This design comes from an exercise in tuning for a short achievable clock period and few clock cycles per item on the open sky130 flow, not from production work. The RTL was checked by simulation tests, not by an equivalence proof against the original design. Power figures rest on the tool's default switching activity, not on a simulated workload.

## flow/design.v

```verilog
module mtp40c_crc_step (
    input  wire [7:0] hi_in,
    input  wire [7:0] lo_in,
    input  wire [7:0] data,
    output wire [7:0] hi_out,
    output wire [7:0] lo_out
);
    function [15:0] table_word;
        input [7:0] i;
        reg   [15:0] w;
        integer r;
        begin
            w = {8'd0, i};
            for (r = 0; r < 8; r = r + 1) begin
                if (w[0])
                    w = (w >> 1) ^ 16'hA001;
                else
                    w = w >> 1;
            end
            table_word = w;
        end
    endfunction
    wire [7:0]  idx   = lo_in ^ data;
    wire [15:0] entry = table_word(idx);
    assign lo_out = hi_in ^ entry[7:0];     
    assign hi_out = entry[15:8];            
endmodule
module mtp40c_crc_fold (
    input  wire [191:0] buf_in,     
    output wire [15:0]  y
);
    assign y[ 0] = ^(buf_in & 192'h920493e497a48e24db2525212139396968888cccd5550001);
    assign y[ 1] = ^(buf_in & 192'hb60db42db8ed926d6d6f6f63634b4bbbb99995557fff0002);
    assign y[ 2] = ^(buf_in & 192'h6c1b685b71db24dadadedec6c696977773332aaafffe0004);
    assign y[ 3] = ^(buf_in & 192'hd836d0b6e3b649b5b5bdbd8d8d2d2eeee6665555fffc0008);
    assign y[ 4] = ^(buf_in & 192'hb06da16dc76c936b6b7b7b1b1a5a5dddccccaaabfff80010);
    assign y[ 5] = ^(buf_in & 192'h60db42db8ed926d6d6f6f63634b4bbbb99995557fff00020);
    assign y[ 6] = ^(buf_in & 192'hc1b685b71db24dadadedec6c696977773332aaafffe00040);
    assign y[ 7] = ^(buf_in & 192'h836d0b6e3b649b5b5bdbd8d8d2d2eeee6665555fffc00080);
    assign y[ 8] = ^(buf_in & 192'h06da16dc76c936b6b7b7b1b1a5a5dddccccaaabfff800100);
    assign y[ 9] = ^(buf_in & 192'h0db42db8ed926d6d6f6f63634b4bbbb99995557fff000200);
    assign y[10] = ^(buf_in & 192'h1b685b71db24dadadedec6c696977773332aaafffe000400);
    assign y[11] = ^(buf_in & 192'h36d0b6e3b649b5b5bdbd8d8d2d2eeee6665555fffc000800);
    assign y[12] = ^(buf_in & 192'h6da16dc76c936b6b7b7b1b1a5a5dddccccaaabfff8001000);
    assign y[13] = ^(buf_in & 192'hdb42db8ed926d6d6f6f63634b4bbbb99995557fff0002000);
    assign y[14] = ^(buf_in & 192'h248124f925e9238936c94948484e4e5a5a22233335554000);
    assign y[15] = ^(buf_in & 192'h490249f24bd247126d929290909c9cb4b44446666aaa8000);
endmodule
module mtp40c_crc_finish (
    input  wire [15:0] y,
    input  wire [24:0] sel,         
    output wire [15:0] crc
);
    wire [15:0] x = y ^ 16'hFFFF;
    wire [15:0] p0 = {^(x & 16'h8000), ^(x & 16'h4000), ^(x & 16'h2000), ^(x & 16'h1000), ^(x & 16'h0800), ^(x & 16'h0400), ^(x & 16'h0200), ^(x & 16'h0100), ^(x & 16'h0080), ^(x & 16'h0040), ^(x & 16'h0020), ^(x & 16'h0010), ^(x & 16'h0008), ^(x & 16'h0004), ^(x & 16'h0002), ^(x & 16'h0001)};
    wire [15:0] p1 = {^(x & 16'h00ff), ^(x & 16'h007f), ^(x & 16'h00c0), ^(x & 16'h0060), ^(x & 16'h0030), ^(x & 16'h0018), ^(x & 16'h000c), ^(x & 16'h0006), ^(x & 16'h8003), ^(x & 16'h4001), ^(x & 16'h2000), ^(x & 16'h1000), ^(x & 16'h0800), ^(x & 16'h0400), ^(x & 16'h0200), ^(x & 16'h01ff)};
    wire [15:0] p2 = {^(x & 16'hfffd), ^(x & 16'h7ffe), ^(x & 16'hc002), ^(x & 16'h6001), ^(x & 16'h3000), ^(x & 16'h1800), ^(x & 16'h0c00), ^(x & 16'h0600), ^(x & 16'h0300), ^(x & 16'h0180), ^(x & 16'h00c0), ^(x & 16'h0060), ^(x & 16'h0030), ^(x & 16'h0018), ^(x & 16'h000c), ^(x & 16'hfffb)};
    wire [15:0] p3 = {^(x & 16'hfdff), ^(x & 16'hfeff), ^(x & 16'h0280), ^(x & 16'h0140), ^(x & 16'h00a0), ^(x & 16'h0050), ^(x & 16'h0028), ^(x & 16'h0014), ^(x & 16'h000a), ^(x & 16'h8005), ^(x & 16'hc002), ^(x & 16'h6001), ^(x & 16'h3000), ^(x & 16'h1800), ^(x & 16'h0c00), ^(x & 16'hfbff)};
    wire [15:0] p4 = {^(x & 16'hfff3), ^(x & 16'hfff9), ^(x & 16'h800f), ^(x & 16'h4007), ^(x & 16'ha003), ^(x & 16'h5001), ^(x & 16'h2800), ^(x & 16'h1400), ^(x & 16'h0a00), ^(x & 16'h0500), ^(x & 16'h0280), ^(x & 16'h0140), ^(x & 16'h00a0), ^(x & 16'h0050), ^(x & 16'h0028), ^(x & 16'hffe7)};
    wire [15:0] p5 = {^(x & 16'hf3ff), ^(x & 16'hf9ff), ^(x & 16'h0f00), ^(x & 16'h0780), ^(x & 16'h03c0), ^(x & 16'h01e0), ^(x & 16'h00f0), ^(x & 16'h0078), ^(x & 16'h003c), ^(x & 16'h001e), ^(x & 16'h800f), ^(x & 16'h4007), ^(x & 16'ha003), ^(x & 16'h5001), ^(x & 16'h2800), ^(x & 16'he7ff)};
    wire [15:0] p6 = {^(x & 16'hffd7), ^(x & 16'hffeb), ^(x & 16'h0022), ^(x & 16'h8011), ^(x & 16'hc008), ^(x & 16'he004), ^(x & 16'hf002), ^(x & 16'h7801), ^(x & 16'h3c00), ^(x & 16'h1e00), ^(x & 16'h0f00), ^(x & 16'h0780), ^(x & 16'h03c0), ^(x & 16'h01e0), ^(x & 16'h00f0), ^(x & 16'hffaf)};
    wire [15:0] p7 = {^(x & 16'hd7ff), ^(x & 16'hebff), ^(x & 16'h2200), ^(x & 16'h1100), ^(x & 16'h0880), ^(x & 16'h0440), ^(x & 16'h0220), ^(x & 16'h0110), ^(x & 16'h0088), ^(x & 16'h0044), ^(x & 16'h0022), ^(x & 16'h8011), ^(x & 16'hc008), ^(x & 16'he004), ^(x & 16'hf002), ^(x & 16'haffe)};
    wire [15:0] p8 = {^(x & 16'hff0f), ^(x & 16'hff87), ^(x & 16'h00cc), ^(x & 16'h0066), ^(x & 16'h8033), ^(x & 16'h4019), ^(x & 16'h200c), ^(x & 16'h1006), ^(x & 16'h8803), ^(x & 16'h4401), ^(x & 16'h2200), ^(x & 16'h1100), ^(x & 16'h0880), ^(x & 16'h0440), ^(x & 16'h0220), ^(x & 16'hfe1f)};
    wire [15:0] p9 = {^(x & 16'h0ffd), ^(x & 16'h87fe), ^(x & 16'hcc02), ^(x & 16'h6601), ^(x & 16'h3300), ^(x & 16'h1980), ^(x & 16'h0cc0), ^(x & 16'h0660), ^(x & 16'h0330), ^(x & 16'h0198), ^(x & 16'h00cc), ^(x & 16'h0066), ^(x & 16'h8033), ^(x & 16'h4019), ^(x & 16'h200c), ^(x & 16'h1ffb)};
    wire [15:0] p10 = {^(x & 16'hfddf), ^(x & 16'hfeef), ^(x & 16'h02a8), ^(x & 16'h0154), ^(x & 16'h00aa), ^(x & 16'h8055), ^(x & 16'hc02a), ^(x & 16'h6015), ^(x & 16'h300a), ^(x & 16'h9805), ^(x & 16'hcc02), ^(x & 16'h6601), ^(x & 16'h3300), ^(x & 16'h1980), ^(x & 16'h0cc0), ^(x & 16'hfbbf)};
    wire [15:0] p11 = {^(x & 16'hdff3), ^(x & 16'heff9), ^(x & 16'ha80f), ^(x & 16'h5407), ^(x & 16'haa03), ^(x & 16'h5501), ^(x & 16'h2a80), ^(x & 16'h1540), ^(x & 16'h0aa0), ^(x & 16'h0550), ^(x & 16'h02a8), ^(x & 16'h0154), ^(x & 16'h00aa), ^(x & 16'h8055), ^(x & 16'hc02a), ^(x & 16'hbfe6)};
    wire [15:0] p12 = {^(x & 16'hf33f), ^(x & 16'hf99f), ^(x & 16'h0ff0), ^(x & 16'h07f8), ^(x & 16'h03fc), ^(x & 16'h01fe), ^(x & 16'h80ff), ^(x & 16'h407f), ^(x & 16'ha03f), ^(x & 16'h501f), ^(x & 16'ha80f), ^(x & 16'h5407), ^(x & 16'haa03), ^(x & 16'h5501), ^(x & 16'h2a80), ^(x & 16'he67f)};
    wire [15:0] p13 = {^(x & 16'h3fd5), ^(x & 16'h9fea), ^(x & 16'hf020), ^(x & 16'hf810), ^(x & 16'hfc08), ^(x & 16'hfe04), ^(x & 16'hff02), ^(x & 16'h7f81), ^(x & 16'h3fc0), ^(x & 16'h1fe0), ^(x & 16'h0ff0), ^(x & 16'h07f8), ^(x & 16'h03fc), ^(x & 16'h01fe), ^(x & 16'h80ff), ^(x & 16'h7faa)};
    wire [15:0] p14 = {^(x & 16'hd57f), ^(x & 16'heabf), ^(x & 16'h2020), ^(x & 16'h1010), ^(x & 16'h0808), ^(x & 16'h0404), ^(x & 16'h0202), ^(x & 16'h8101), ^(x & 16'hc080), ^(x & 16'he040), ^(x & 16'hf020), ^(x & 16'hf810), ^(x & 16'hfc08), ^(x & 16'hfe04), ^(x & 16'hff02), ^(x & 16'haafe)};
    wire [15:0] p15 = {^(x & 16'h7f00), ^(x & 16'hbf80), ^(x & 16'h20c0), ^(x & 16'h1060), ^(x & 16'h0830), ^(x & 16'h0418), ^(x & 16'h020c), ^(x & 16'h0106), ^(x & 16'h8083), ^(x & 16'h4041), ^(x & 16'h2020), ^(x & 16'h1010), ^(x & 16'h0808), ^(x & 16'h0404), ^(x & 16'h0202), ^(x & 16'hfe01)};
    wire [15:0] p16 = {^(x & 16'h00fd), ^(x & 16'h807e), ^(x & 16'hc0c2), ^(x & 16'h6061), ^(x & 16'h3030), ^(x & 16'h1818), ^(x & 16'h0c0c), ^(x & 16'h0606), ^(x & 16'h8303), ^(x & 16'h4181), ^(x & 16'h20c0), ^(x & 16'h1060), ^(x & 16'h0830), ^(x & 16'h0418), ^(x & 16'h020c), ^(x & 16'h01fb)};
    wire [15:0] p17 = {^(x & 16'hfdfd), ^(x & 16'h7efe), ^(x & 16'hc282), ^(x & 16'h6141), ^(x & 16'h30a0), ^(x & 16'h1850), ^(x & 16'h0c28), ^(x & 16'h0614), ^(x & 16'h030a), ^(x & 16'h8185), ^(x & 16'hc0c2), ^(x & 16'h6061), ^(x & 16'h3030), ^(x & 16'h1818), ^(x & 16'h0c0c), ^(x & 16'hfbfb)};
    wire [15:0] p18 = {^(x & 16'hfdf3), ^(x & 16'hfef9), ^(x & 16'h828f), ^(x & 16'h4147), ^(x & 16'ha0a3), ^(x & 16'h5051), ^(x & 16'h2828), ^(x & 16'h1414), ^(x & 16'h0a0a), ^(x & 16'h8505), ^(x & 16'hc282), ^(x & 16'h6141), ^(x & 16'h30a0), ^(x & 16'h1850), ^(x & 16'h0c28), ^(x & 16'hfbe7)};
    wire [15:0] p19 = {^(x & 16'hf3f3), ^(x & 16'hf9f9), ^(x & 16'h8f0f), ^(x & 16'h4787), ^(x & 16'ha3c3), ^(x & 16'h51e1), ^(x & 16'h28f0), ^(x & 16'h1478), ^(x & 16'h0a3c), ^(x & 16'h051e), ^(x & 16'h828f), ^(x & 16'h4147), ^(x & 16'ha0a3), ^(x & 16'h5051), ^(x & 16'h2828), ^(x & 16'he7e7)};
    wire [15:0] p20 = {^(x & 16'hf3d7), ^(x & 16'hf9eb), ^(x & 16'h0f22), ^(x & 16'h8791), ^(x & 16'hc3c8), ^(x & 16'he1e4), ^(x & 16'hf0f2), ^(x & 16'h7879), ^(x & 16'h3c3c), ^(x & 16'h1e1e), ^(x & 16'h8f0f), ^(x & 16'h4787), ^(x & 16'ha3c3), ^(x & 16'h51e1), ^(x & 16'h28f0), ^(x & 16'he7af)};
    wire [15:0] p21 = {^(x & 16'hd7d7), ^(x & 16'hebeb), ^(x & 16'h2222), ^(x & 16'h9111), ^(x & 16'hc888), ^(x & 16'he444), ^(x & 16'hf222), ^(x & 16'h7911), ^(x & 16'h3c88), ^(x & 16'h1e44), ^(x & 16'h0f22), ^(x & 16'h8791), ^(x & 16'hc3c8), ^(x & 16'he1e4), ^(x & 16'hf0f2), ^(x & 16'hafae)};
    wire [15:0] p22 = {^(x & 16'hd70f), ^(x & 16'heb87), ^(x & 16'h22cc), ^(x & 16'h1166), ^(x & 16'h88b3), ^(x & 16'h4459), ^(x & 16'h222c), ^(x & 16'h1116), ^(x & 16'h888b), ^(x & 16'h4445), ^(x & 16'h2222), ^(x & 16'h9111), ^(x & 16'hc888), ^(x & 16'he444), ^(x & 16'hf222), ^(x & 16'hae1e)};
    wire [15:0] p23 = {^(x & 16'h0f0d), ^(x & 16'h8786), ^(x & 16'hccce), ^(x & 16'h6667), ^(x & 16'hb333), ^(x & 16'h5999), ^(x & 16'h2ccc), ^(x & 16'h1666), ^(x & 16'h8b33), ^(x & 16'h4599), ^(x & 16'h22cc), ^(x & 16'h1166), ^(x & 16'h88b3), ^(x & 16'h4459), ^(x & 16'h222c), ^(x & 16'h1e1b)};
    wire [15:0] p24 = {^(x & 16'h0ddd), ^(x & 16'h86ee), ^(x & 16'hceaa), ^(x & 16'h6755), ^(x & 16'h33aa), ^(x & 16'h99d5), ^(x & 16'hccea), ^(x & 16'h6675), ^(x & 16'h333a), ^(x & 16'h999d), ^(x & 16'hccce), ^(x & 16'h6667), ^(x & 16'hb333), ^(x & 16'h5999), ^(x & 16'h2ccc), ^(x & 16'h1bbb)};
    assign crc = ({16{sel[0]}} & p0) |
                 ({16{sel[1]}} & p1) |
                 ({16{sel[2]}} & p2) |
                 ({16{sel[3]}} & p3) |
                 ({16{sel[4]}} & p4) |
                 ({16{sel[5]}} & p5) |
                 ({16{sel[6]}} & p6) |
                 ({16{sel[7]}} & p7) |
                 ({16{sel[8]}} & p8) |
                 ({16{sel[9]}} & p9) |
                 ({16{sel[10]}} & p10) |
                 ({16{sel[11]}} & p11) |
                 ({16{sel[12]}} & p12) |
                 ({16{sel[13]}} & p13) |
                 ({16{sel[14]}} & p14) |
                 ({16{sel[15]}} & p15) |
                 ({16{sel[16]}} & p16) |
                 ({16{sel[17]}} & p17) |
                 ({16{sel[18]}} & p18) |
                 ({16{sel[19]}} & p19) |
                 ({16{sel[20]}} & p20) |
                 ({16{sel[21]}} & p21) |
                 ({16{sel[22]}} & p22) |
                 ({16{sel[23]}} & p23) |
                 ({16{sel[24]}} & p24);
endmodule
module mtp40c_pe (
    input  wire        clk,
    input  wire        rst,         
    input  wire        cmd_valid,
    output wire        cmd_ready,
    input  wire [39:0] cmd_word,
    output wire        done,
    output wire [31:0] result,
    output wire [2:0]  status,
    input  wire [31:0] now_ms,
    output wire        tx_valid,
    output wire [7:0]  tx_data,
    input  wire        tx_ready,
    input  wire        rx_valid,
    input  wire [7:0]  rx_data,
    output wire        rx_ready
);
    localparam [7:0]  TX_CAP       = 8'd24;
    localparam [7:0]  RESP_CAP     = 8'd24;
    localparam [7:0]  BROADCAST    = 8'hFE;
    localparam [7:0]  ADDR_MAX     = 8'd247;
    localparam [7:0]  DEFAULT_ADDR = 8'h01;
    localparam [7:0]  DEVICE_TYPE  = 8'h02;
    localparam [31:0] TIMEOUT_DEF  = 32'd100;
    localparam [31:0] RATE_WINDOW  = 32'd4000;
    localparam [31:0] APR_MIN      = 32'h442F0000;    
    localparam [31:0] APR_MAX      = 32'h44898000;    
    localparam [15:0] SPC_MIN      = 16'd400;
    localparam [15:0] SPC_MAX      = 16'd5000;
    localparam [15:0] HRS_MIN      = 16'd24;
    localparam [15:0] HRS_MAX      = 16'd720;
    localparam [31:0] F32_M999     = 32'hC479C000;    
    localparam [7:0] OP_BEGIN      = 8'h01;
    localparam [7:0] OP_GETADDR    = 8'h10;
    localparam [7:0] OP_SETADDR    = 8'h11;
    localparam [7:0] OP_SETGENERIC = 8'h12;
    localparam [7:0] OP_SETSPECIF  = 8'h13;
    localparam [7:0] OP_USESPECIF  = 8'h14;
    localparam [7:0] OP_GETAIRP    = 8'h20;
    localparam [7:0] OP_SETAIRP    = 8'h21;
    localparam [7:0] OP_GETGAS     = 8'h22;
    localparam [7:0] OP_SETSPC     = 8'h30;
    localparam [7:0] OP_SPCREADY   = 8'h31;
    localparam [7:0] OP_OPENSC     = 8'h32;
    localparam [7:0] OP_CLOSESC    = 8'h33;
    localparam [7:0] OP_SCSTATUS   = 8'h34;
    localparam [7:0] OP_SETHOURS   = 8'h35;
    localparam [7:0] OP_GETHOURS   = 8'h36;
    localparam [7:0] OP_SETTIMEOUT = 8'h40;
    localparam [7:0] OP_GETTIMEOUT = 8'h41;
    localparam [7:0] OP_SUPPRESS   = 8'h42;
    localparam [7:0] OP_GETSUPPR   = 8'h43;
    localparam [7:0] OP_LASTREAD   = 8'h44;
    localparam [7:0] OP_GETTYPE    = 8'h45;
    localparam [7:0] OP_LASTERROR  = 8'h46;
    localparam [7:0] OP_CRC16      = 8'h50;
    localparam [7:0] OP_REQUEST    = 8'h51;
    localparam [7:0] OP_WRBUF      = 8'h52;
    localparam [7:0] OP_RDBUF      = 8'h53;
    localparam [2:0] ST_OK       = 3'd0;
    localparam [2:0] ST_VALID    = 3'd1;
    localparam [2:0] ST_TIMEOUT  = 3'd2;
    localparam [2:0] ST_PROTOCOL = 3'd3;
    localparam [2:0] ST_ILLEGAL  = 3'd4;
    function legal_word;
        input [7:0]  op;
        input [31:0] v;
        begin
            case (op)
                OP_BEGIN, OP_SETADDR, OP_CRC16, OP_RDBUF:
                    legal_word = (v[31:8] == 24'd0);
                OP_GETADDR, OP_SETGENERIC, OP_SETSPECIF, OP_USESPECIF,
                OP_GETAIRP, OP_GETGAS, OP_SPCREADY, OP_OPENSC, OP_CLOSESC,
                OP_SCSTATUS, OP_GETHOURS, OP_GETTIMEOUT, OP_GETSUPPR,
                OP_LASTREAD, OP_GETTYPE, OP_LASTERROR:
                    legal_word = (v == 32'd0);
                OP_SETAIRP, OP_SETTIMEOUT:
                    legal_word = 1'b1;
                OP_SETSPC, OP_SETHOURS, OP_REQUEST, OP_WRBUF:
                    legal_word = (v[31:16] == 16'd0);
                OP_SUPPRESS:
                    legal_word = (v[31:1] == 31'd0);
                default:
                    legal_word = 1'b0;    
            endcase
        end
    endfunction
    function [4:0] tmpl_len;
        input [7:0] op;
        begin
            case (op)
                OP_GETADDR:  tmpl_len = 5'd8;
                OP_SETADDR:  tmpl_len = 5'd9;
                OP_GETAIRP:  tmpl_len = 5'd8;
                OP_SETAIRP:  tmpl_len = 5'd10;
                OP_GETGAS:   tmpl_len = 5'd8;
                OP_SETSPC:   tmpl_len = 5'd9;
                OP_SPCREADY: tmpl_len = 5'd6;
                OP_OPENSC:   tmpl_len = 5'd6;
                OP_CLOSESC:  tmpl_len = 5'd6;
                OP_SCSTATUS: tmpl_len = 5'd6;
                OP_SETHOURS: tmpl_len = 5'd8;
                OP_GETHOURS: tmpl_len = 5'd6;
                default:     tmpl_len = 5'd6;
            endcase
        end
    endfunction
    function [4:0] resp_len;
        input [7:0] op;
        begin
            case (op)
                OP_GETADDR:  resp_len = 5'd7;
                OP_SETADDR:  resp_len = 5'd8;
                OP_GETAIRP:  resp_len = 5'd10;
                OP_SETAIRP:  resp_len = 5'd10;
                OP_GETGAS:   resp_len = 5'd14;
                OP_SETSPC:   resp_len = 5'd10;
                OP_SPCREADY: resp_len = 5'd6;
                OP_OPENSC:   resp_len = 5'd6;
                OP_CLOSESC:  resp_len = 5'd6;
                OP_SCSTATUS: resp_len = 5'd6;
                OP_SETHOURS: resp_len = 5'd6;
                OP_GETHOURS: resp_len = 5'd9;
                default:     resp_len = 5'd6;
            endcase
        end
    endfunction
    function [7:0] tmpl_byte;
        input [7:0]  op;
        input [4:0]  i;
        input [31:0] v;
        begin
            tmpl_byte = 8'h00;
            case (op)
                OP_GETADDR: begin
                    if (i == 5'd1) tmpl_byte = 8'hA0;
                    if (i == 5'd5) tmpl_byte = 8'h01;
                end
                OP_SETADDR: begin
                    if (i == 5'd1) tmpl_byte = 8'hA1;
                    if (i == 5'd5) tmpl_byte = 8'h01;
                    if (i == 5'd6) tmpl_byte = v[7:0];
                end
                OP_GETAIRP: begin
                    if (i == 5'd1) tmpl_byte = 8'hA2;
                    if (i == 5'd5) tmpl_byte = 8'h02;
                end
                OP_SETAIRP: begin
                    if (i == 5'd1) tmpl_byte = 8'hA3;
                    if (i == 5'd4) tmpl_byte = v[7:0];
                    if (i == 5'd5) tmpl_byte = v[15:8];
                    if (i == 5'd6) tmpl_byte = v[23:16];
                    if (i == 5'd7) tmpl_byte = v[31:24];
                end
                OP_GETGAS: begin
                    if (i == 5'd1) tmpl_byte = 8'hA4;
                    if (i == 5'd5) tmpl_byte = 8'h03;
                end
                OP_SETSPC: begin
                    if (i == 5'd1) tmpl_byte = 8'hA5;
                    if (i == 5'd4) tmpl_byte = v[7:0];
                    if (i == 5'd5) tmpl_byte = v[15:8];
                end
                OP_SPCREADY: begin
                    if (i == 5'd1) tmpl_byte = 8'hA6;
                    if (i == 5'd3) tmpl_byte = 8'h01;
                end
                OP_OPENSC: begin
                    if (i == 5'd1) tmpl_byte = 8'hA7;
                    if (i == 5'd3) tmpl_byte = 8'h01;
                end
                OP_CLOSESC: begin
                    if (i == 5'd1) tmpl_byte = 8'hA7;
                end
                OP_SCSTATUS: begin
                    if (i == 5'd1) tmpl_byte = 8'hA8;
                end
                OP_SETHOURS: begin
                    if (i == 5'd1) tmpl_byte = 8'hA9;
                    if (i == 5'd4) tmpl_byte = v[7:0];
                    if (i == 5'd5) tmpl_byte = v[15:8];
                end
                OP_GETHOURS: begin
                    if (i == 5'd1) tmpl_byte = 8'hAA;
                end
                default: tmpl_byte = 8'h00;
            endcase
        end
    endfunction
    function [31:0] timeout_sentinel;
        input [7:0] op;
        begin
            case (op)
                OP_GETADDR:  timeout_sentinel = 32'h000000FF;
                OP_GETAIRP:  timeout_sentinel = F32_M999;
                OP_SCSTATUS: timeout_sentinel = 32'h00000002;
                OP_GETHOURS: timeout_sentinel = 32'h0000FFFF;
                default:     timeout_sentinel = 32'h00000000;
            endcase
        end
    endfunction
    function gt32;
        input [31:0] a;
        input [31:0] b;
        reg   [31:0] g;
        reg   [31:0] p;
        integer w, k;
        begin
            g = a & ~b;
            p = a | ~b;
            for (w = 1; w < 32; w = w * 2) begin
                for (k = 0; k + w < 32; k = k + 2 * w) begin
                    g[k] = g[k + w] | (p[k + w] & g[k]);
                    p[k] = p[k + w] & p[k];
                end
            end
            gt32 = g[0];
        end
    endfunction
    function [32:0] add32;
        input [31:0] a;
        input [31:0] b;
        reg   [31:0] p;
        reg   [31:0] gg;
        reg   [31:0] pp;
        integer w, k;
        begin
            p  = a ^ b;
            gg = a & b;
            pp = p;
            for (w = 1; w < 32; w = w * 2) begin
                for (k = 31; k >= w; k = k - 1) begin
                    gg[k] = gg[k] | (pp[k] & gg[k - w]);
                    pp[k] = pp[k] & pp[k - w];
                end
            end
            add32 = {gg[31], p ^ {gg[30:0], 1'b0}};
        end
    endfunction
    function gt8;
        input [7:0] a;
        input [7:0] b;
        begin
            gt8 = gt32({24'd0, a}, {24'd0, b});
        end
    endfunction
    function [7:0] buf_byte;
        input [191:0] b;
        input [4:0]   i;
        begin
            case (i)
                5'd0:  buf_byte = b[  7:  0];
                5'd1:  buf_byte = b[ 15:  8];
                5'd2:  buf_byte = b[ 23: 16];
                5'd3:  buf_byte = b[ 31: 24];
                5'd4:  buf_byte = b[ 39: 32];
                5'd5:  buf_byte = b[ 47: 40];
                5'd6:  buf_byte = b[ 55: 48];
                5'd7:  buf_byte = b[ 63: 56];
                5'd8:  buf_byte = b[ 71: 64];
                5'd9:  buf_byte = b[ 79: 72];
                5'd10: buf_byte = b[ 87: 80];
                5'd11: buf_byte = b[ 95: 88];
                5'd12: buf_byte = b[103: 96];
                5'd13: buf_byte = b[111:104];
                5'd14: buf_byte = b[119:112];
                5'd15: buf_byte = b[127:120];
                5'd16: buf_byte = b[135:128];
                5'd17: buf_byte = b[143:136];
                5'd18: buf_byte = b[151:144];
                5'd19: buf_byte = b[159:152];
                5'd20: buf_byte = b[167:160];
                5'd21: buf_byte = b[175:168];
                5'd22: buf_byte = b[183:176];
                5'd23: buf_byte = b[191:184];
                default: buf_byte = 8'h00;
            endcase
        end
    endfunction
    reg        idle_r;      
    reg        dec_r;       
    reg        crc_r;       
    reg        tx_r;        
    reg        tx_first;    
    reg        rx_r;        
    reg        done_r;      
    reg        legal_q;     
    reg        upd_addr, upd_gen, upd_spc, upd_tmo, upd_sup, upd_wr;
    reg [23:0] wr_sel;      
    reg [39:0] cmd;
    reg [31:0] now_a;       
    reg [31:0] result_r;
    reg [2:0]  status_r;    
    reg [7:0]  addr;
    reg        specific;
    reg [31:0] timeout;
    reg        suppress;
    reg [31:0] lastread;
    reg [31:0] lr_end;      
    reg        lr_wrap;     
    reg [15:0] gas;
    reg [31:0] airp;
    reg [191:0] txbuf;
    reg [191:0] respbuf;
    reg [7:0]  tx_byte;     
    reg [4:0]  txi;         
    reg [4:0]  nxi;         
    reg [4:0]  tleft;       
    reg [4:0]  rlen;        
    reg [15:0] crc;         
    reg        rx_rdy;      
    reg        rx_first;    
    reg [4:0]  rxn;         
    reg [4:0]  rrem;        
    reg [31:0] tstart;      
    reg [31:0] dline;       
    reg        dl_wrap;     
    reg [31:0] now_p;       
    reg        rxv_p;       
    reg [15:0] crc_y;
    reg [24:0] crc_sel;     
    wire [7:0]  opcode  = cmd[39:32];
    wire [31:0] operand = cmd[31:0];
    wire        is_req  = (opcode == OP_REQUEST);
    wire        is_read = (opcode == OP_GETGAS) || (opcode == OP_GETAIRP);
    assign cmd_ready = idle_r;
    assign done      = done_r;
    assign result    = result_r;
    assign status    = status_r;
    assign tx_valid  = tx_r;
    assign tx_data   = tx_byte;
    assign rx_ready  = rx_rdy;
    wire [7:0]  w_op    = cmd_word[39:32];
    wire [31:0] w_v     = cmd_word[31:0];
    wire [7:0]  w_cl    = w_v[15:8];
    wire [7:0]  w_rl    = w_v[7:0];
    wire d_after  = !gt32(lastread, now_a);       
    wire d_before = gt32(lr_end, now_a);          
    wire d_cached = lr_wrap ? (d_after || d_before) : (d_after && d_before);
    wire o_begin  = (w_op == OP_BEGIN);
    wire o_getadr = (w_op == OP_GETADDR);
    wire o_setadr = (w_op == OP_SETADDR);
    wire o_setgen = (w_op == OP_SETGENERIC);
    wire o_setspc = (w_op == OP_SETSPECIF);
    wire o_usespc = (w_op == OP_USESPECIF);
    wire o_getapr = (w_op == OP_GETAIRP);
    wire o_setapr = (w_op == OP_SETAIRP);
    wire o_getgas = (w_op == OP_GETGAS);
    wire o_setcor = (w_op == OP_SETSPC);
    wire o_corrdy = (w_op == OP_SPCREADY);
    wire o_opensc = (w_op == OP_OPENSC);
    wire o_clossc = (w_op == OP_CLOSESC);
    wire o_scstat = (w_op == OP_SCSTATUS);
    wire o_sethrs = (w_op == OP_SETHOURS);
    wire o_gethrs = (w_op == OP_GETHOURS);
    wire o_settmo = (w_op == OP_SETTIMEOUT);
    wire o_gettmo = (w_op == OP_GETTIMEOUT);
    wire o_supp   = (w_op == OP_SUPPRESS);
    wire o_getsup = (w_op == OP_GETSUPPR);
    wire o_lastrd = (w_op == OP_LASTREAD);
    wire o_gettyp = (w_op == OP_GETTYPE);
    wire o_lasterr= (w_op == OP_LASTERROR);
    wire o_crc16  = (w_op == OP_CRC16);
    wire o_req    = (w_op == OP_REQUEST);
    wire o_wrbuf  = (w_op == OP_WRBUF);
    wire o_rdbuf  = (w_op == OP_RDBUF);
    wire z_31_16 = (w_v[31:16] == 16'd0);
    wire z_15_8  = (w_v[15:8] == 8'd0);
    wire z_7_1   = (w_v[7:1] == 7'd0);
    wire z_31_8  = z_31_16 && z_15_8;
    wire z_31_1  = z_31_8 && z_7_1;
    wire z_31_0  = z_31_1 && !w_v[0];
    wire f_n  = o_getadr | o_setgen | o_setspc | o_usespc | o_getapr | o_getgas |
                o_corrdy | o_opensc | o_clossc | o_scstat | o_gethrs | o_gettmo |
                o_getsup | o_lastrd | o_gettyp | o_lasterr;
    wire f_8  = o_begin | o_setadr | o_crc16 | o_rdbuf;
    wire f_16 = o_setcor | o_sethrs | o_req | o_wrbuf;
    wire f_32 = o_setapr | o_settmo;
    wire w_legal = (f_n && z_31_0) || (f_8 && z_31_8) || (f_16 && z_31_16) ||
                   f_32 || (o_supp && z_31_1);
    wire a_bad = gt8(w_v[7:0], ADDR_MAX);                
    wire i_bad = gt8(w_v[15:8], TX_CAP - 8'd1);          
    wire r_bad = gt8(w_v[7:0], RESP_CAP - 8'd1);         
    wire n_bad = gt8(w_v[7:0], TX_CAP);                  
    wire q_bad = gt8(8'd4, w_cl) || gt8(w_cl, TX_CAP) || gt8(w_rl, RESP_CAP);
    wire w_tx   = w_legal && (o_getadr || o_corrdy || o_opensc || o_clossc ||
                              o_scstat || o_gethrs || (o_setadr && !a_bad) ||
                              (o_req && !q_bad));
    wire o_more = o_getadr | o_setadr | o_getapr | o_setapr | o_getgas |
                  o_setcor | o_corrdy | o_opensc | o_clossc | o_scstat |
                  o_sethrs | o_gethrs | o_crc16 | o_req | o_rdbuf;
    wire w_done = w_legal && !o_more;
    wire w_dec  = !w_done && !w_tx;
    wire w_upd_addr = w_legal && o_begin && !a_bad;
    wire w_upd_gen  = w_legal && o_setgen;
    wire w_upd_spc  = w_legal && o_setspc;
    wire w_upd_tmo  = w_legal && o_settmo;
    wire w_upd_sup  = w_legal && o_supp;
    wire w_upd_wr   = w_legal && o_wrbuf && !i_bad;
    reg  [23:0] w_wr_sel;                
    integer q;
    always @(*) begin
        for (q = 0; q < 24; q = q + 1)
            w_wr_sel[q] = (w_v[12:8] == q);
    end
    wire [31:0] f_result =
        (
            ({32{o_begin && !a_bad}} & 32'd1) |
            ({32{o_usespc}} & {31'd0, specific}) |
            ({32{o_gettmo}} & timeout) |
            ({32{o_getsup}} & {31'd0, suppress}) |
            ({32{o_lastrd}} & lastread) |
            ({32{o_gettyp}} & {24'd0, DEVICE_TYPE}) |
            ({32{o_lasterr}} & {29'd0, status_r}) |
            ({32{o_getgas}} & {16'd0, gas}) |                
            ({32{o_getapr}} & airp));                        
    wire [2:0] f_status =
        (o_begin && a_bad)     ? ST_VALID   :
        (o_wrbuf && i_bad)     ? ST_ILLEGAL :
        o_lasterr              ? status_r   : ST_OK;
    wire [4:0] w_len  = o_req ? w_cl[4:0] : tmpl_len(w_op);
    wire [4:0] w_rlen = o_req ? w_rl[4:0] : resp_len(w_op);
    wire d_illegal = !legal_q ||
        (opcode == OP_RDBUF   && gt8(operand[7:0], RESP_CAP - 8'd1)) ||
        (opcode == OP_CRC16   && gt8(operand[7:0], TX_CAP)) ||
        (opcode == OP_REQUEST && (gt8(8'd4, operand[15:8]) || gt8(operand[15:8], TX_CAP) ||
                                  gt8(operand[7:0], RESP_CAP)));
    wire d_valerr =
        (opcode == OP_SETADDR  && gt8(operand[7:0], ADDR_MAX)) ||
        (opcode == OP_SETAIRP  && (gt32(APR_MIN, operand) || gt32(operand, APR_MAX))) ||
        (opcode == OP_SETSPC   && (gt32({16'd0, SPC_MIN}, {16'd0, operand[15:0]}) ||
                                   gt32({16'd0, operand[15:0]}, {16'd0, SPC_MAX}))) ||
        (opcode == OP_SETHOURS && (gt32({16'd0, HRS_MIN}, {16'd0, operand[15:0]}) ||
                                   gt32({16'd0, operand[15:0]}, {16'd0, HRS_MAX})));
    wire [7:0] addr_byte = specific ? addr : BROADCAST;
    wire [32:0] lr_sum   = add32(lastread, RATE_WINDOW);
    reg [191:0] crc_mask;
    integer m;
    always @(*) begin
        for (m = 0; m < 24; m = m + 1)
            crc_mask[8*m +: 8] = gt8({3'd0, operand[4:0]}, m) ? txbuf[8*m +: 8] : 8'h00;
    end
    wire [15:0] fold_y;
    mtp40c_crc_fold u_fold (.buf_in(crc_mask), .y(fold_y));
    wire [15:0] crc16_res;
    mtp40c_crc_finish u_finish (.y(crc_y), .sel(crc_sel), .crc(crc16_res));
    wire [7:0] crc_hi_next;
    wire [7:0] crc_lo_next;
    mtp40c_crc_step u_crc (
        .hi_in  (crc[15:8]),
        .lo_in  (crc[7:0]),
        .data   (tx_byte),
        .hi_out (crc_hi_next),
        .lo_out (crc_lo_next)
    );
    wire [7:0] frame_byte = is_req ? buf_byte(txbuf, nxi) : tmpl_byte(opcode, nxi, operand);
    wire [7:0] tx_next = (tleft == 5'd3) ? crc_lo_next :
                         (tleft == 5'd2) ? crc[15:8] : frame_byte;
    wire tx_go   = tx_r && tx_ready;
    wire tx_last = tx_go && (tleft == 5'd1);
    wire take     = rx_rdy && rx_valid;
    wire late_p   = !rx_first &&
                    (dl_wrap ? (gt32(now_p, dline) && gt32(tstart, now_p))
                             : (gt32(now_p, dline) || gt32(tstart, now_p)));
    wire rx_end   = take && (rrem == 5'd1);
    wire [32:0] dline_sum = add32(tstart, timeout);
    function [7:0] rb;
        input integer i;
        begin
            rb = respbuf[8*i +: 8];
        end
    endfunction
    reg [31:0] x_result;
    reg [2:0]  x_status;
    always @(*) begin
        x_result = 32'd1;
        x_status = ST_OK;
        case (opcode)
            OP_GETADDR:  x_result = {24'd0, rb(3)};
            OP_GETAIRP:  x_result = {8'd0, rb(6), rb(5), rb(4)};
            OP_GETGAS: begin
                if (rb(8) != 8'd0 || rb(9) != 8'd0 || rb(10) != 8'd0 || rb(11) != 8'd0) begin
                    x_result = 32'd0;
                    x_status = ST_PROTOCOL;
                end else begin
                    x_result = {16'd0, rb(5), rb(4)};
                end
            end
            OP_SETSPC: begin
                if (rb(7) == 8'd0) begin
                    x_result = 32'd0;
                    x_status = ST_PROTOCOL;
                end
            end
            OP_SPCREADY: x_result = {31'd0, rb(3) == 8'd0};
            OP_SCSTATUS: x_result = {24'd0, rb(3)};
            OP_SETHOURS: begin
                if (rb(3) != 8'd0) begin
                    x_result = 32'd0;
                    x_status = ST_PROTOCOL;
                end
            end
            OP_GETHOURS: x_result = {16'd0, rb(4), rb(3)};
            default: ;    
        endcase
    end
    wire x_ok = (tx_last && rlen == 5'd0) || (rx_r && rx_end);
    integer i;
    always @(posedge clk) begin
        now_p   <= now_ms;
        rxv_p   <= rx_valid;
        lr_end  <= lr_sum[31:0];
        lr_wrap <= lr_sum[32];
        if (idle_r) begin
            cmd      <= cmd_word;
            now_a    <= now_ms;
            result_r <= f_result;
            legal_q  <= w_legal;
            wr_sel   <= w_wr_sel;
        end
        if (rst) begin
            idle_r   <= 1'b1;
            dec_r    <= 1'b0;
            crc_r    <= 1'b0;
            tx_r     <= 1'b0;
            tx_first <= 1'b0;
            rx_r     <= 1'b0;
            done_r   <= 1'b0;
            upd_addr <= 1'b0;
            upd_gen  <= 1'b0;
            upd_spc  <= 1'b0;
            upd_tmo  <= 1'b0;
            upd_sup  <= 1'b0;
            upd_wr   <= 1'b0;
            result_r <= 32'd0;
            status_r <= ST_OK;
            addr     <= DEFAULT_ADDR;
            specific <= 1'b0;
            timeout  <= TIMEOUT_DEF;
            suppress <= 1'b0;
            lastread <= 32'd0;
            lr_end   <= RATE_WINDOW;
            lr_wrap  <= 1'b0;
            gas      <= 16'd0;
            airp     <= 32'd0;
            tx_byte  <= 8'd0;
            txi      <= 5'd0;
            nxi      <= 5'd0;
            tleft    <= 5'd0;
            rlen     <= 5'd0;
            crc      <= 16'hFFFF;
            rx_rdy   <= 1'b0;
            rx_first <= 1'b0;
            rxn      <= 5'd0;
            rrem     <= 5'd0;
            tstart   <= 32'd0;
            dline    <= 32'd0;
            dl_wrap  <= 1'b0;
            crc_y    <= 16'd0;
            crc_sel  <= 25'd0;
        end else begin
            if (idle_r) begin
                tx_byte <= addr_byte;
                txi     <= 5'd0;
                nxi     <= 5'd1;
                tleft   <= w_len;
                rlen    <= w_rlen;
                crc     <= 16'hFFFF;
            end
            if (idle_r && cmd_valid) begin
                idle_r   <= 1'b0;
                upd_addr <= w_upd_addr;
                upd_gen  <= w_upd_gen;
                upd_spc  <= w_upd_spc;
                upd_tmo  <= w_upd_tmo;
                upd_sup  <= w_upd_sup;
                upd_wr   <= w_upd_wr;
                status_r <= f_status;
                tx_r     <= w_tx;
                tx_first <= w_tx;
                dec_r    <= w_dec;
                done_r   <= w_done;
            end
            if (dec_r) begin
                dec_r    <= 1'b0;
                crc_y    <= fold_y;
                for (i = 0; i < 25; i = i + 1)
                    crc_sel[i] <= (operand[4:0] == i);
                if (d_illegal) begin
                    result_r <= 32'd0;
                    status_r <= ST_ILLEGAL;
                    done_r   <= 1'b1;
                end else if (opcode == OP_CRC16) begin
                    crc_r    <= 1'b1;
                end else if (opcode == OP_RDBUF) begin
                    result_r <= {24'd0, buf_byte(respbuf, operand[4:0])};
                    status_r <= ST_OK;
                    done_r   <= 1'b1;
                end else if (d_valerr) begin
                    result_r <= 32'd0;
                    status_r <= ST_VALID;
                    done_r   <= 1'b1;
                end else if (is_read && d_cached) begin
                    status_r <= ST_OK;
                    done_r   <= 1'b1;             
                end else begin
                    tx_r     <= 1'b1;
                    tx_first <= 1'b1;
                end
            end
            if (crc_r) begin
                crc_r    <= 1'b0;
                result_r <= {16'd0, crc16_res};
                status_r <= ST_OK;
                done_r   <= 1'b1;
            end
            if (tx_first) begin
                tx_first   <= 1'b0;
                txbuf[7:0] <= addr_byte;
                if (!is_req) begin
                    for (i = 1; i < 24; i = i + 1)
                        if (gt8({3'd0, tleft}, i))
                            txbuf[8*i +: 8] <= tmpl_byte(opcode, i[4:0], operand);
                end
                if (is_read)
                    lastread <= now_a;
            end
            if (tx_r && tleft == 5'd2) begin
                txbuf[8*txi +: 8] <= crc[7:0];
                txbuf[8*nxi +: 8] <= crc[15:8];
            end
            if (tx_go) begin
                if (tleft != 5'd1 && tleft != 5'd2)
                    crc <= {crc_hi_next, crc_lo_next};
                if (tleft == 5'd1) begin
                    result_r <= timeout_sentinel(opcode);
                    status_r <= ST_TIMEOUT;
                    tx_r     <= 1'b0;
                    tstart   <= now_ms;
                    rxn      <= 5'd0;
                    rrem     <= rlen;
                    if (rlen != 5'd0) begin
                        rx_r     <= 1'b1;
                        rx_first <= 1'b1;
                        rx_rdy   <= rx_valid;
                    end
                end else begin
                    tx_byte <= tx_next;
                    txi     <= nxi;
                    nxi     <= nxi + 5'd1;
                    tleft   <= tleft - 5'd1;
                end
            end
            if (rx_r) begin
                rx_first <= 1'b0;
                if (rx_first) begin
                    dline   <= dline_sum[31:0];
                    dl_wrap <= dline_sum[32];
                end
                if (take) begin
                    respbuf[8*rxn +: 8] <= rx_data;
                    rxn  <= rxn + 5'd1;
                    rrem <= rrem - 5'd1;
                end
                if (rx_end) begin
                    rx_r   <= 1'b0;
                    rx_rdy <= 1'b0;
                end else if (late_p) begin
                    rx_r     <= 1'b0;
                    rx_rdy   <= 1'b0;
                    done_r   <= 1'b1;
                end else begin
                    rx_rdy <= rxv_p;
                end
            end
            if (x_ok) begin
                result_r <= x_result;
                status_r <= x_status;
                done_r   <= 1'b1;
                if (x_status == ST_OK) begin
                    case (opcode)
                        OP_SETADDR: addr <= operand[7:0];
                        OP_GETAIRP: airp <= x_result;
                        OP_GETGAS:  gas  <= x_result[15:0];
                        default: ;
                    endcase
                end
            end
            if (done_r) begin
                done_r   <= 1'b0;
                idle_r   <= 1'b1;
                upd_addr <= 1'b0;
                upd_gen  <= 1'b0;
                upd_spc  <= 1'b0;
                upd_tmo  <= 1'b0;
                upd_sup  <= 1'b0;
                upd_wr   <= 1'b0;
                if (upd_addr) addr     <= operand[7:0];
                if (upd_gen)  specific <= 1'b0;
                if (upd_spc)  specific <= 1'b1;
                if (upd_tmo)  timeout  <= operand;
                if (upd_sup)  suppress <= operand[0];
                for (i = 0; i < 24; i = i + 1)
                    if (upd_wr && wr_sel[i])
                        txbuf[8*i +: 8] <= operand[7:0];
            end
        end
    end
endmodule
```

## flow/flow/run.sh

```bash
#!/bin/bash
# The standard layout (standard.sh: unchanged synthesis, floorplan, power
# grid, placement, CTS and routing) with three repair settings changed:
#  - timing repair aims at 7 ns of setup slack instead of 0, so that it keeps
#    improving the critical paths past the point where the clock is met;
#  - the port buffers are buf_4 cells (the default pick here is a delay
#    cell), still one buffer on every input and output port;
#  - resizing may change a cell's footprint.
# make's full output goes to standard_flow.log in this folder; each ORFS
# step's own log stays under orfs/logs/.
set -uo pipefail
bash standard.sh SETUP_SLACK_MARGIN=7 MATCH_CELL_FOOTPRINT=0 \
    "BUFFER_PORTS_ARGS=-buffer_cell sky130_fd_sc_hd__buf_4" finish \
    > standard_flow.log 2>&1
```

## flow/standard.sh

```bash
#!/bin/bash
# synth_recipe.tcl (not shown) runs the flow's synth.tcl, then flattens the netlist and writes it again
# the make line also repeats each setting of config.mk as NAME=value (left out here)
make -C /OpenROAD-flow-scripts/flow DESIGN_CONFIG=/design/flow/config.mk WORK_HOME=/design/flow/orfs CLKGATE_MAP_FILE= SYNTH_SCRIPT=/design/flow/synth_recipe.tcl "${@:-finish}"
```

## flow/config.mk

```make
export PLATFORM = sky130hd
export DESIGN_NAME = mtp40c_pe
export DESIGN_NICKNAME = mtp40c_pe
export VERILOG_FILES = /design/flow/design.v
export SDC_FILE = /design/flow/constraint.sdc
export NUM_CORES = 4
export LEC_CHECK = 0
export ABC_CLOCK_PERIOD_IN_PS = 1000
export CAP_MARGIN = 20
export CORE_MARGIN = 2
export CORE_UTILIZATION = 40
export SLEW_MARGIN = 20
export TNS_END_PERCENT = 100
```

## flow/constraint.sdc

```tcl
create_clock -name core_clock -period 10.0 [get_ports {clk}]
set_input_delay 2.0000 -clock core_clock [delete_from_list [all_inputs] [get_ports {clk}]]
set_output_delay 2.0000 -clock core_clock [all_outputs]
set_load 0.01 [all_outputs]
```

==> results.txt <==
-- power by group --
group	switching (uW)	internal [uW]	total, uW
Clock	1700	2100	3810
Sequential	288	3890	4170
Combinational	3640	2970	6600
Total	5630	8960	14600
-- critical path, cell delays in order, from the launching register on --
cell      delay (ns)
edfxtp_1        0.53
or3_4           0.44
or3_1           0.30
o311a_1         0.30
o31ai_2         0.20
a21oi_2         0.10
or3_4           0.36
o31a_4          0.37
or2_4           0.25
or3_4           0.41
nor3_2          0.18
-- flip-flops by register name, summed over array words and instances (netlist names), 8 cells and up --
register  cells
timeout      32
lastread     32
dline        32
crc_sel      25
now_a        32
result_r     32
wr_sel       24
now_p        32
lr_end       32
gas          16
respbuf     192
txbuf       192
tstart       32
crc_y        16
airp         24
crc          16
cmd          40
addr          8
tx_byte       8
-- cell type report --
class / count / share of cell area (%)
Timing Repair Buffer: 713 / 8.67
Inverter: 169 / 0.886
Tap cell: 2058 / 3.25
Timing Repair inverter: 1 / 0.0142
Multi-Input combinational cell: 5857 / 54.5
Sequential cell: 871 / 28.4
Antenna cell: 7 / 0.0221
Clock inverter: 56 / 0.780
Clock buffer: 132 / 3.44
-- cell families (layout without fill, tap and decap cells) --
group	Yosys count	after routing
compound gates	1967	1967
xor+xnor	1224	1224
fa+ha+maj	81	81
buf+inv	775	1071
flops	871	871
mux	257	257
other cells	0	7
simple gates	2318	2328
-- repair_timing --
item                                    4_1_cts  5_1_grt
pin swaps                                   218      296
setup buffers                               220      168
endpoints found under the setup margin      866      603
gates cloned                                 21       13
resized for setup                           935      474
-- placed cells by master, fill, tap and decap left out, types with 46 or more instances in the layout --
cell type	n
a21oi_1	549
a21oi_2	83
a221oi_1	103
a222oi_1	69
a22o_1	56
a22oi_1	327
a31oi_1	58
and3_1	50
buf_4	512
buf_6	119
clkbuf_16	120
dfxtp_1	296
dfxtp_4	59
edfxtp_1	481
inv_1	152
mux2_2	196
mux2i_1	60
nand2_1	772
nand2b_1	49
nand3_1	116
nand4_1	57
nor2_1	752
nor2_2	59
nor2_4	63
nor2b_1	49
nor3_1	57
o21ai_0	188
o221ai_1	46
o22ai_1	50
xnor2_1	713
xnor2_2	165
xor2_1	286
-- per-stage QoR --
stage          setup slack, ns  cell area [um^2]  total power, uW  cells
6_report                  6.38             79200            14600   9864
5_1_grt                   6.34             79200            15000   9858
4_1_cts                   6.38             75400            14000   9676
3_5_place_dp              5.17             65800             9500   9247
3_3_place_gp              5.26             65800             9470   9247
2_1_floorplan             4.39             63200             8040   7493
-- final timing paths --
kind                                                 to  slack (ns)  depth (start not counted)
worst min-delay path             dline[17]$_SDFFE_PP0P_        0.45                          2
worst min register to register   dline[17]$_SDFFE_PP0P_        0.45                          2
worst max-delay path            result_r[25]$_SDFF_PP0_        6.38                         10
worst max register to register  result_r[25]$_SDFF_PP0_        6.38                         10
-- metal layers --
| metal | track usage (%) | share of wire [%] |
|---|---|---|
| met5 | 0 | 0.021 |
| met4 | 23.5 | 8.1 |
| met3 | 13.9 | 15 |
| met2 | 53.0 | 40 |
| met1 | 48.3 | 37 |
==> metrics.cfg <==
[status]
status=timing/DRC/antenna clean

[drt]
drc=0
firstDrtPassIters=14
routed_wl_um=322000
postRouteAntennaNets=0
dr.first_iter.drc_count=11000
wl_per_cell_um=32.6
drt-vias-per-instance=6.63
via_count=65400

[logic_synthesis]
syn_nets=7634
synth_top_area_share_pct=22.9
yosys-top-cells-area=edfxtp_1 (23%), dfxtp_1 (12%), xnor2_1 (12%)
synth.area.mux_share_pct=4.46
synthTopCellsByCount=xnor2_1 (884), nor2_1 (872), nand2_1 (822)
yosys.area_share.adder_pct=1.52
synth.avg_cell_area_um2=8.43
synth_compound_area_share_pct=20.8
yosysWarnings=2
synth-edff-count=481
yosysSeqAreaShare_pct=35.2
yosys.area_share.simple_pct=16.0
ys_ff_latch=871
syn_inst=7493
synth_top_family_by_area=compound AO/OA/AOI/OAI gates
async_flop_share_pct=0
yosys.cell_types.count=93
synth_ff_type=edfxtp_1
netlist_area_um2=63200
synth_most_common_cell=xnor2_1
synth_area_leader_cell=edfxtp_1
synthXorXnorAreaFrac_pct=17.3

[timing]
tightest_slew_ns=1.23
slew_headroom_pct=17.6
hold_viol_final=0
drv_slew=0
fin_crit_sh_pct=36.2
period_needed_ns=3.62
fmax_ghz=0.276
fin_skew_ns=0.0963
rsz0062_at_grt=true
worst_hold_slack_ns=0.450
fin_tns_setup_ns=0
finalSetupViolations=0

[power_and_ir_drop]
power.density_nw_per_um2=184
p_leak_uw=0.0268
irDropWorstVdd_mv=0.160

[placement]
dpl.hpwl_um=222000
gp_congestion=1.09
portBuffers=131

[clocking]
cts_root_buf=clkbuf_16
hold_buffers=0
numCtsBuffers=101
cts_tree=built
cts.path.max_buffers=3
clkSinkCount=871
htreeDepth=3
clk_pin_slew_ns=0.06
clkLatencyLatePin_ns=0.78

[floorplan]
num_rows=145
die_area_um2=161000
core_area_um2=157000
pin_count=132
die-width_um=401
initial_utilization_pct=40.3
die_h_um=401

[worst_setup_path]
r2r_start=cmd[12]$_DFFE_PP_
cp-start-kind=register
startpoint=cmd[12]$_DFFE_PP_
crit_fanout=5
critPathCaptureType=register
worstPathRequired_ns=10.62
path_class=reg2reg
crit_arrival_ns=4.24

[worst_hold_path]
min-delay-start=dline[17]$_SDFFE_PP0P_
worstHoldPathType=reg2reg

[flow_run]
cap_violations=0

[layout]
drive_above_1_share_pct=25.6
fin_nets=7855
seqCellArea_um2=22500
area_growth_pct=25.4
fillers=14500
final_util_pct=50.6
multi_input_area_um2=43200

[grt]
grt_max_degree=109
grt_antenna_before_repair=13
grt_pass1_wl_um=442000
first_global_vias=59200
grt_overflow_total=0
grt_use_total_pct=37.6

Testbench counts, summed over its fixed seeds: cycles 51,246, commands 4,800.

==> separate check: timing with driven ports <==
How much do the figures lean on ideal ports? The routed layout below was timed once more, with nothing changed but the port constraints.
Step 1: set_driving_cell puts a clkbuf_16 on clk and a buf_2 on each other input, an assumption about the parent block.
Step 2, shift: input delay + t, output delay - t, t = (earliest + latest rising clock arrival at the registers) / 2. This alone moves slack from input paths to output paths.
Slacks: no drivers / after step 1 / after step 2; pairs: no drivers / after step 1.
t, ns: 0.826
setup slack, ns: 6.380 / 6.380 / 5.685
worst setup path after step 2: input to register
clock arrival spread, ns: 0.100 / 0.101
After both steps setup and hold are still met in this run. The setup slack of this run moves by 0.000 ns with the drivers and by -0.695 ns with both steps.
